Source: an optimization exercise on an open RTL-to-GDS flow (aim: small area, a short achievable clock period and few clock cycles per item). Production flows keep margins and buffers that such runs may drop. In this exercise RTL edits were held to simulation tests only and were not proved equivalent to the original. Power and IR drop assume default switching activity.

==> run a: inputs <==
==> flow/design.v <==
module hdu_plane_dec (
    input  wire        clk,
    input  wire        rst,           
    input  wire        tab_we,
    input  wire [4:0]  tab_addr,      
    input  wire [4:0]  tab_len,
    input  wire [15:0] tab_code,
    input  wire        start,
    input  wire [15:0] cfg_cols,
    input  wire [15:0] cfg_rows,
    input  wire [23:0] cfg_psize,     
    input  wire [15:0] cfg_seed,
    input  wire        in_valid,
    input  wire [7:0]  in_data,
    output wire        in_ready,
    output wire        out_valid,
    output wire [15:0] out_sample,
    input  wire        out_ready,
    output reg         done,
    output reg  [3:0]  err_cause,
    output reg  [2:0]  err_sub,
    output reg  [26:0] pos
);
    localparam NTAB = 20;
    localparam C_NONE  = 4'd0, C_TRUNC = 4'd3, C_TABLE = 4'd4, C_STREAM = 4'd5;
    localparam T_LEAF_ON_PATH = 3'd1, T_INTERNAL_AT_LEAF = 3'd2, T_DUPLICATE = 3'd3,
               T_BAD_LENGTH   = 3'd4, T_NO_SENTINEL      = 3'd5;
    localparam S_UNDEF_LEAF = 3'd1, S_ABSENT = 3'd2, S_BAD_SIZE = 3'd3,
               S_OVERFLOW   = 3'd4, S_BAD_SEED = 3'd5;
    localparam ST_IDLE = 3'd0,
               ST_CHK  = 3'd1,    
               ST_RDB  = 3'd2,    
               ST_RDL  = 3'd3,    
               ST_RCK  = 3'd4,    
               ST_RUN  = 3'd5,    
               ST_SER  = 3'd6,    
               ST_END  = 3'd7;    
    localparam K_SENT = 3'd0;
    reg [2:0]  state;
    reg [4:0]  tlen  [0:NTAB-1];
    reg [15:0] tcode [0:NTAB-1];
    reg        wq_we;
    reg [4:0]  wq_addr;
    reg [4:0]  wq_len;
    reg [39:0] buf_q;
    reg [5:0]  cnt;
    wire [15:0] win   = buf_q[39:24];
    wire [31:0] top32 = buf_q[39:8];
    reg [4:0]  chk_next;
    reg        evt;
    reg [2:0]  evt_kind;
    reg [4:0]  t;             
    reg        seed_ok, empty;
    reg [15:0] cols_m1, col, rowrem;
    reg [23:0] rem;           
    reg        s2_valid;
    reg [15:0] s2_v;          
    reg [4:0]  s2_s;
    reg [5:0]  s2_c;
    reg        s2_seedp;
    reg        o_valid;
    reg [15:0] o_sample;
    assign out_valid  = o_valid;
    assign out_sample = o_sample;
    wire wchk   = wq_we && (state == ST_IDLE || state == ST_CHK);
    wire mchk   = wchk || (state == ST_RCK);
    wire vone   = (state == ST_RDB) || (state == ST_RDL);
    wire [4:0] idx  = wchk ? wq_addr : chk_next;
    wire [4:0] tp1  = t + 5'd1;
    wire [4:0] wlen = mchk ? wq_len :
                      ((state == ST_RDB) || (state == ST_SER)) ? tp1 : 5'd16;
    function [15:0] top_mask(input [4:0] n);
        begin
            if (n >= 5'd16)
                top_mask = 16'hffff;
            else
                top_mask = ~(16'hffff >> n);
        end
    endfunction
    wire [15:0] wm = top_mask(wlen);
    reg [NTAB-1:0] hit;
    integer k;
    always @(*) begin
        for (k = 0; k < NTAB; k = k + 1) begin
            hit[k] = (((tcode[k] ^ win) & top_mask(tlen[k]) & wm) == 16'd0) &&
                     (vone ? (idx == k) : (k < idx));
        end
    end
    wire any_hit = |hit;
    reg [4:0] lsel;
    reg [4:0] ssel;
    always @(*) begin
        lsel = 5'd0;
        ssel = 5'd0;
        for (k = 0; k < NTAB; k = k + 1) begin
            lsel = lsel | (hit[k] ? tlen[k] : 5'd0);
            ssel = ssel | (hit[k] ? k[4:0] : 5'd0);
        end
    end
    wire [2:0] ck_kind = (wq_len == 5'd0)  ? K_SENT :
                         (wq_len > 5'd16)  ? T_BAD_LENGTH :
                         (lsel < wq_len)   ? T_LEAF_ON_PATH :
                         (lsel == wq_len)  ? T_DUPLICATE : T_INTERNAL_AT_LEAF;
    wire       ck_evt  = (wq_len == 5'd0) || (wq_len > 5'd16) || any_hit;
    reg [5:0]  csel;
    reg        ok_c;
    reg [5:0]  ck;
    always @(*) begin
        csel = 6'd0;
        ok_c = 1'b0;
        for (k = 0; k < NTAB; k = k + 1) begin
            ck   = {1'b0, tlen[k]} + k;
            csel = csel | (hit[k] ? ck : 6'd0);
            if (k <= 16)
                ok_c = ok_c | (hit[k] && (ck <= cnt));
        end
    end
    wire [5:0] c      = csel;
    wire       big    = hit[17] | hit[18] | hit[19];
    wire       ok_l   = any_hit && ({1'b0, lsel} <= cnt);
    wire       exhausted = (rem == 24'd0);
    wire       last_col  = (col == cols_m1);
    wire       last1     = last_col && (rowrem == 16'd0);
    wire [63:0] vsh  = {32'd0, top32} << c;
    wire [15:0] v_raw = vsh[47:32];
    wire [15:0] s_mask = ~(16'hffff << s2_s);
    wire [4:0]  s_m1   = s2_s - 5'd1;
    wire        s_top  = (s2_s != 5'd0) && s2_v[s_m1[3:0]];
    wire [16:0] x      = s_top ? {1'b0, s2_v & s_mask} : {1'b1, s2_v | ~s_mask};
    wire [15:0] pred   = s2_seedp ? 16'd512 : o_sample;
    wire [17:0] sum    = {2'b00, pred} + {x[16], x} + {17'd0, ~s_top};
    wire        ovf    = sum[17:16] != 2'b00;
    wire s3_free = !o_valid || out_ready;
    wire s2_move = s2_valid && s3_free && !ovf;
    wire s2_ovf  = s2_valid && s3_free && ovf;     
    wire s2_free = !s2_valid || s3_free;
    wire fire = (state == ST_RUN) && ok_c && s2_free;
    wire go_ok = seed_ok && evt && (evt_kind == K_SENT) && !empty && (chk_next != 5'd0);
    assign in_ready = !exhausted &&
                      (((state == ST_RUN) && (cnt <= 6'd32)) || ((state == ST_CHK) && !wq_we && go_ok));
    wire take = in_ready && in_valid;
    reg [39:0] pre;
    integer j, b;
    always @(*) begin
        pre = buf_q;
        for (j = 0; j < 40; j = j + 1)
            for (b = 0; b < 8; b = b + 1)
                if (32 - j + b >= 0 && 32 - j + b <= 32)
                    if (take && cnt == 32 - j + b)
                        pre[j] = pre[j] | in_data[b];
    end
    wire [39:0] shifted = pre << c;
    wire err_big = ok_l && big;
    wire err_tr  = ok_l && !big && (c > cnt) && exhausted;
    wire err_ser = !ok_l && (exhausted || cnt >= 6'd16);
    wire end_ready = !o_valid || out_ready;
    always @(posedge clk) begin
        if (wq_we) begin
            tlen[wq_addr]  <= wq_len;
            tcode[wq_addr] <= win;
        end
    end
    always @(posedge clk) begin
        done <= 1'b0;
        if (s2_move) begin
            o_valid  <= 1'b1;
            o_sample <= sum[15:0];
        end else if (out_ready)
            o_valid  <= 1'b0;
        if (fire) begin
            s2_valid <= 1'b1;
            s2_v     <= v_raw;
            s2_s     <= ssel;
            s2_c     <= c;
            s2_seedp <= (col[15:1] == 15'd0);
        end else if (s2_move)
            s2_valid <= 1'b0;
        if (s2_move)
            pos <= pos + {21'd0, s2_c};
        if (state == ST_IDLE) begin
            if (tab_we)
                buf_q[39:24] <= tab_code << (5'd16 - tab_len);
        end else if (state == ST_CHK) begin
            buf_q <= {in_data & {8{take}}, 32'd0};
            cnt   <= take ? 6'd8 : 6'd0;
        end else if (state == ST_RDB) begin
            if (!any_hit)
                buf_q[39 - t] <= 1'b1;
        end else if (state == ST_RUN) begin
            buf_q <= fire ? shifted : pre;
            cnt   <= cnt + (take ? 6'd8 : 6'd0) - (fire ? c : 6'd0);
        end
        if (take)
            rem <= rem - 24'd1;
        wq_we   <= tab_we && (tab_addr < NTAB) && (state == ST_IDLE);
        wq_addr <= tab_addr;
        wq_len  <= tab_len;
        if (mchk && (idx <= chk_next)) begin
            evt      <= ck_evt;
            evt_kind <= ck_kind;
            chk_next <= ck_evt ? idx : idx + 5'd1;
        end
        case (state)
        ST_IDLE: begin
            if (start) begin
                cols_m1 <= cfg_cols - 16'd1;
                rowrem  <= cfg_rows - 16'd1;
                col     <= 16'd0;
                rem     <= cfg_psize;
                seed_ok <= (cfg_seed == 16'd512);
                empty   <= (cfg_rows == 16'd0) || (cfg_cols == 16'd0);
                pos     <= 27'd0;
                state   <= ST_CHK;
            end
        end
        ST_CHK: begin
            if (!wq_we) begin
                if (!seed_ok) begin
                    err_cause <= C_STREAM; err_sub <= S_BAD_SEED; pos <= 27'd0;
                    done <= 1'b1; state <= ST_IDLE;
                end else if (evt) begin
                    if (evt_kind != K_SENT) begin
                        err_cause <= C_TABLE; err_sub <= evt_kind; pos <= {22'd0, chk_next};
                        done <= 1'b1; state <= ST_IDLE;
                    end else if (empty) begin
                        err_cause <= C_NONE; err_sub <= 3'd0; pos <= 27'd0;
                        done <= 1'b1; state <= ST_IDLE;
                    end else if (chk_next == 5'd0) begin
                        err_cause <= C_STREAM; err_sub <= S_UNDEF_LEAF; pos <= 27'd0;
                        done <= 1'b1; state <= ST_IDLE;
                    end else
                        state <= ST_RUN;
                end else if (chk_next == NTAB) begin
                    err_cause <= C_TABLE; err_sub <= T_NO_SENTINEL; pos <= NTAB;
                    done <= 1'b1; state <= ST_IDLE;
                end else begin
                    buf_q <= 40'd0;
                    t     <= 5'd0;
                    state <= ST_RDB;
                end
            end
        end
        ST_RDB: begin
            t <= tp1;
            if (t == 5'd15)
                state <= ST_RDL;
        end
        ST_RDL: begin
            wq_len <= lsel;
            state  <= ST_RCK;
        end
        ST_RCK: begin
            t <= 5'd0;
            if (ck_evt || chk_next == NTAB - 1)
                state <= ST_CHK;
            else begin
                buf_q <= 40'd0;
                state <= ST_RDB;
            end
        end
        ST_RUN: begin
            if (fire) begin
                if (last_col) begin
                    col    <= 16'd0;
                    rowrem <= rowrem - 16'd1;
                end else
                    col <= col + 16'd1;
            end
            if (fire && last1) begin
                err_cause <= C_NONE; err_sub <= 3'd0; t <= 5'd0;
                state <= ST_END;
            end else if (err_big) begin
                err_cause <= C_STREAM; err_sub <= S_BAD_SIZE; t <= 5'd0;
                state <= ST_END;
            end else if (err_tr) begin
                err_cause <= C_TRUNC; err_sub <= 3'd0; t <= lsel;
                state <= ST_END;
            end else if (err_ser) begin
                t     <= 5'd0;
                state <= ST_SER;
            end
        end
        ST_SER: begin
            if (exhausted && {1'b0, t} == cnt) begin
                err_cause <= C_TRUNC; err_sub <= 3'd0;
                state <= ST_END;
            end else if (!any_hit) begin
                err_cause <= C_STREAM; err_sub <= S_ABSENT;
                state <= ST_END;
            end else
                t <= tp1;
        end
        ST_END: begin
            if (end_ready && !s2_valid) begin
                pos   <= pos + {22'd0, t};
                done  <= 1'b1;
                state <= ST_IDLE;
            end
        end
        endcase
        if (s2_ovf) begin
            err_cause <= C_STREAM; err_sub <= S_OVERFLOW;
            pos      <= pos;
            s2_valid <= 1'b0;
            done     <= 1'b1;
            state    <= ST_IDLE;
        end
        if (rst) begin
            state    <= ST_IDLE;
            done     <= 1'b0;
            o_valid  <= 1'b0;
            s2_valid <= 1'b0;
            wq_we    <= 1'b0;
            chk_next <= 5'd0;
            evt      <= 1'b0;
        end
    end
endmodule
==> flow/run.sh <==
#!/bin/bash
# synth_recipe.tcl (not shown) runs the flow's synth.tcl, then flattens the netlist and writes it again
# the make line also repeats each setting of config.mk as NAME=value (left out here)
make -C /OpenROAD-flow-scripts/flow DESIGN_CONFIG=/design/flow/config.mk WORK_HOME=/design/flow/orfs CLKGATE_MAP_FILE= SYNTH_SCRIPT=/design/flow/synth_recipe.tcl finish
==> flow/config.mk <==
export PLATFORM = sky130hd
export DESIGN_NAME = hdu_plane_dec
export DESIGN_NICKNAME = hdu_plane_dec
export VERILOG_FILES = /design/flow/design.v
export SDC_FILE = /design/flow/constraint.sdc
export NUM_CORES = 4
export LEC_CHECK = 0
export CAP_MARGIN = 20
export CORE_MARGIN = 2
export CORE_UTILIZATION = 30
export SLEW_MARGIN = 20
==> flow/constraint.sdc <==
create_clock -name core_clock -period 11.0 [get_ports {clk}]
set_input_delay 2.2000 -clock core_clock [delete_from_list [all_inputs] [get_ports {clk}]]
set_output_delay 2.2000 -clock core_clock [all_outputs]
set_load 0.01 [all_outputs]
==> run b: changes against run a <==
--- a/flow/design.v
+++ b/flow/design.v
@@ -52,5 +52,9 @@
     reg [4:0]  t;             
+    reg [15:0]     wm;
+    reg [NTAB-1:0] vq;
     reg        seed_ok, empty;
-    reg [15:0] cols_m1, col, rowrem;
+    reg [15:0] cols, col, rowrem;
     reg [23:0] rem;           
+    reg        e_big, e_tr, e_ser;
+    reg [4:0]  lsel_q;
     reg        s2_valid;
@@ -60,2 +64,5 @@
     reg        s2_seedp;
+    reg        s2_top;        
+    reg [5:0]  pc;            
+    reg        halt;          
     reg        o_valid;
@@ -64,9 +71,2 @@
     assign out_sample = o_sample;
-    wire wchk   = wq_we && (state == ST_IDLE || state == ST_CHK);
-    wire mchk   = wchk || (state == ST_RCK);
-    wire vone   = (state == ST_RDB) || (state == ST_RDL);
-    wire [4:0] idx  = wchk ? wq_addr : chk_next;
-    wire [4:0] tp1  = t + 5'd1;
-    wire [4:0] wlen = mchk ? wq_len :
-                      ((state == ST_RDB) || (state == ST_SER)) ? tp1 : 5'd16;
     function [15:0] top_mask(input [4:0] n);
@@ -79,3 +79,16 @@
     endfunction
-    wire [15:0] wm = top_mask(wlen);
+    function [NTAB-1:0] thermo(input [4:0] n);
+        integer i;
+        begin
+            for (i = 0; i < NTAB; i = i + 1)
+                thermo[i] = (i < n);
+        end
+    endfunction
+    function [NTAB-1:0] onehot(input [4:0] n);
+        integer i;
+        begin
+            for (i = 0; i < NTAB; i = i + 1)
+                onehot[i] = (i == n);
+        end
+    endfunction
     reg [NTAB-1:0] hit;
@@ -83,6 +96,4 @@
     always @(*) begin
-        for (k = 0; k < NTAB; k = k + 1) begin
-            hit[k] = (((tcode[k] ^ win) & top_mask(tlen[k]) & wm) == 16'd0) &&
-                     (vone ? (idx == k) : (k < idx));
-        end
+        for (k = 0; k < NTAB; k = k + 1)
+            hit[k] = (((tcode[k] ^ win) & top_mask(tlen[k]) & wm) == 16'd0) && vq[k];
     end
@@ -99,2 +110,4 @@
     end
+    wire mchk = wq_we || (state == ST_RCK);
+    wire [4:0] idx = wq_we ? wq_addr : chk_next;
     wire [2:0] ck_kind = (wq_len == 5'd0)  ? K_SENT :
@@ -121,16 +134,14 @@
     wire       exhausted = (rem == 24'd0);
-    wire       last_col  = (col == cols_m1);
-    wire       last1     = last_col && (rowrem == 16'd0);
-    wire [63:0] vsh  = {32'd0, top32} << c;
+    wire       last_col  = (col == cols);
+    wire       last1     = last_col && (rowrem == 16'd1);
+    wire [63:0] vsh   = {32'd0, top32} << c;
     wire [15:0] v_raw = vsh[47:32];
+    wire        v_top = (ssel != 5'd0) && top32[5'd31 - lsel];
     wire [15:0] s_mask = ~(16'hffff << s2_s);
-    wire [4:0]  s_m1   = s2_s - 5'd1;
-    wire        s_top  = (s2_s != 5'd0) && s2_v[s_m1[3:0]];
-    wire [16:0] x      = s_top ? {1'b0, s2_v & s_mask} : {1'b1, s2_v | ~s_mask};
+    wire [16:0] x      = s2_top ? {1'b0, s2_v & s_mask} : {1'b1, s2_v | ~s_mask};
     wire [15:0] pred   = s2_seedp ? 16'd512 : o_sample;
-    wire [17:0] sum    = {2'b00, pred} + {x[16], x} + {17'd0, ~s_top};
+    wire [17:0] sum    = {2'b00, pred} + {x[16], x} + {17'd0, ~s2_top};
     wire        ovf    = sum[17:16] != 2'b00;
     wire s3_free = !o_valid || out_ready;
-    wire s2_move = s2_valid && s3_free && !ovf;
-    wire s2_ovf  = s2_valid && s3_free && ovf;     
+    wire s2_go   = s2_valid && s3_free && !halt;
     wire s2_free = !s2_valid || s3_free;
@@ -152,5 +163,2 @@
     wire [39:0] shifted = pre << c;
-    wire err_big = ok_l && big;
-    wire err_tr  = ok_l && !big && (c > cnt) && exhausted;
-    wire err_ser = !ok_l && (exhausted || cnt >= 6'd16);
     wire end_ready = !o_valid || out_ready;
@@ -164,5 +172,8 @@
         done <= 1'b0;
-        if (s2_move) begin
-            o_valid  <= 1'b1;
+        wm   <= 16'hffff;
+        if (s2_go) begin
+            o_valid  <= !ovf;
             o_sample <= sum[15:0];
+            pos      <= pos + {21'd0, s2_c};
+            pc       <= s2_c;
         end else if (out_ready)
@@ -174,7 +185,10 @@
             s2_c     <= c;
-            s2_seedp <= (col[15:1] == 15'd0);
-        end else if (s2_move)
+            s2_top   <= v_top;
+            s2_seedp <= (col[15:2] == 14'd0) && !(col[1] && col[0]);
+        end else if (s2_go)
             s2_valid <= 1'b0;
-        if (s2_move)
-            pos <= pos + {21'd0, s2_c};
+        e_big  <= (state == ST_RUN) && ok_l && big;
+        e_tr   <= (state == ST_RUN) && ok_l && !big && (c > cnt) && exhausted;
+        e_ser  <= (state == ST_RUN) && !ok_l && (exhausted || cnt >= 6'd16);
+        lsel_q <= lsel;
         if (state == ST_IDLE) begin
@@ -190,3 +204,3 @@
             buf_q <= fire ? shifted : pre;
-            cnt   <= cnt + (take ? 6'd8 : 6'd0) - (fire ? c : 6'd0);
+            cnt   <= fire ? cnt + (take ? 6'd8 : 6'd0) - c : cnt + (take ? 6'd8 : 6'd0);
         end
@@ -195,4 +209,10 @@
         wq_we   <= tab_we && (tab_addr < NTAB) && (state == ST_IDLE);
-        wq_addr <= tab_addr;
-        wq_len  <= tab_len;
+        if (state == ST_IDLE) begin
+            wq_addr <= tab_addr;
+            wq_len  <= tab_len;
+        end
+        if (state == ST_IDLE && tab_we) begin
+            wm <= top_mask(tab_len);
+            vq <= thermo(tab_addr);
+        end
         if (mchk && (idx <= chk_next)) begin
@@ -205,6 +225,7 @@
             if (start) begin
-                cols_m1 <= cfg_cols - 16'd1;
-                rowrem  <= cfg_rows - 16'd1;
-                col     <= 16'd0;
+                cols    <= cfg_cols;
+                rowrem  <= cfg_rows;
+                col     <= 16'd1;
                 rem     <= cfg_psize;
+                cnt     <= 6'd0;
                 seed_ok <= (cfg_seed == 16'd512);
@@ -230,4 +251,6 @@
                         done <= 1'b1; state <= ST_IDLE;
-                    end else
+                    end else begin
+                        vq    <= thermo(chk_next);
                         state <= ST_RUN;
+                    end
                 end else if (chk_next == NTAB) begin
@@ -238,2 +261,4 @@
                     t     <= 5'd0;
+                    wm    <= top_mask(5'd1);
+                    vq    <= onehot(chk_next);
                     state <= ST_RDB;
@@ -243,9 +268,17 @@
         ST_RDB: begin
-            t <= tp1;
+            t <= t + 5'd1;
             if (t == 5'd15)
                 state <= ST_RDL;
+            else
+                wm <= top_mask(t + 5'd2);
         end
         ST_RDL: begin
-            wq_len <= lsel;
-            state  <= ST_RCK;
+            if (t == 5'd16) begin
+                wq_len <= lsel;
+                t      <= 5'd17;
+            end else begin
+                wm    <= top_mask(wq_len);
+                vq    <= thermo(chk_next);
+                state <= ST_RCK;
+            end
         end
@@ -257,2 +290,4 @@
                 buf_q <= 40'd0;
+                wm    <= top_mask(5'd1);
+                vq    <= onehot(chk_next + 5'd1);
                 state <= ST_RDB;
@@ -263,3 +298,3 @@
                 if (last_col) begin
-                    col    <= 16'd0;
+                    col    <= 16'd1;
                     rowrem <= rowrem - 16'd1;
@@ -271,10 +306,11 @@
                 state <= ST_END;
-            end else if (err_big) begin
+            end else if (e_big) begin
                 err_cause <= C_STREAM; err_sub <= S_BAD_SIZE; t <= 5'd0;
                 state <= ST_END;
-            end else if (err_tr) begin
-                err_cause <= C_TRUNC; err_sub <= 3'd0; t <= lsel;
+            end else if (e_tr) begin
+                err_cause <= C_TRUNC; err_sub <= 3'd0; t <= lsel_q;
                 state <= ST_END;
-            end else if (err_ser) begin
+            end else if (e_ser) begin
                 t     <= 5'd0;
+                wm    <= top_mask(5'd1);
                 state <= ST_SER;
@@ -289,7 +325,15 @@
                 state <= ST_END;
-            end else
-                t <= tp1;
+            end else begin
+                t  <= t + 5'd1;
+                wm <= top_mask(t + 5'd2);
+            end
         end
         ST_END: begin
-            if (end_ready && !s2_valid) begin
+            if (halt) begin
+                pos      <= pos - {21'd0, pc};
+                halt     <= 1'b0;
+                s2_valid <= 1'b0;
+                done     <= 1'b1;
+                state    <= ST_IDLE;
+            end else if (end_ready && !s2_valid) begin
                 pos   <= pos + {22'd0, t};
@@ -300,8 +344,6 @@
         endcase
-        if (s2_ovf) begin
+        if (s2_go && ovf) begin
             err_cause <= C_STREAM; err_sub <= S_OVERFLOW;
-            pos      <= pos;
-            s2_valid <= 1'b0;
-            done     <= 1'b1;
-            state    <= ST_IDLE;
+            halt  <= 1'b1;
+            state <= ST_END;
         end
@@ -312,2 +354,3 @@
             s2_valid <= 1'b0;
+            halt     <= 1'b0;
             wq_we    <= 1'b0;
- SETUP_SLACK_MARGIN: not set -> 5
==> results.txt <==
Status: run a finished clean; run b finished clean
Fraction of synthesized cell area in xor and xnor cells: run a 8.299%; run b 8.159%
Final worst hold slack: run a 0.4900 ns; run b 0.4897 ns
Net count after synthesis: run a 5568; run b 5988
Number of cells in the design after placement: run a 7327; run b 7743
Switching part of the total power: run a 46.25%; run b 48.41%
Total power divided by cell area: run a 214.2 nW/um2; run b 236.5 nW/um2
Final wirelength: run a 228800 um; run b 236000 um
Clock network area share: run a 4.848%; run b 4.899%
Reg2reg path depth: run a 26; run b 17
Final critical-path share of the clock period: run a 80.62%; run b 55.12%
Post-route total power: run a 11900 uW; run b 13750 uW
Synth top area share: run a 34.25%; run b 31.20%
Layout buffer count excluding clock buffers: run a 308; run b 303
Power share of the combinational group: run a 47.6%; run b 50.8%
Worst Path Buf+Inv: run a 3; run b 1
Testbench counts of run a, summed over its fixed seeds: cycles 18,469, samples 16,047.
Testbench counts of run b, summed over its fixed seeds: cycles 18,469, samples 16,047.

## what the ideal ports hide
The flow's constraints put no driver on any port. The routed layouts listed below were extracted and timed again, unchanged, in two steps.
Step 1 (the two cells are an assumption about what drives the block):
set clk [get_ports {clk}]
set_driving_cell -lib_cell sky130_fd_sc_hd__clkbuf_16 $clk
set_driving_cell -lib_cell sky130_fd_sc_hd__buf_2 [delete_from_list [all_inputs] $clk]
Step 2, shift: input delay + t, output delay - t, t = (earliest + latest rising clock arrival at the registers) / 2. This alone moves slack from input paths to output paths.
a / b / c = no drivers / after step 1 / after step 2; a / b = the first two.
run	t, ns	slack for setup (ns)	latest minus earliest clock arrival (ns)	slew at the worst register clock pin (ns)	cell pins on the clock port's net
run a	0.788	2.132 / 2.132 / 2.132	0.046 / 0.047	0.07 / 0.07	1
run b	0.791	4.936 / 4.987 / 4.196	0.068 / 0.069	0.08 / 0.08	1
After both steps setup and hold are still met in every run listed. The setup slack of run b, which loses most, moves by +0.051 ns with the drivers and by -0.740 ns with both steps.
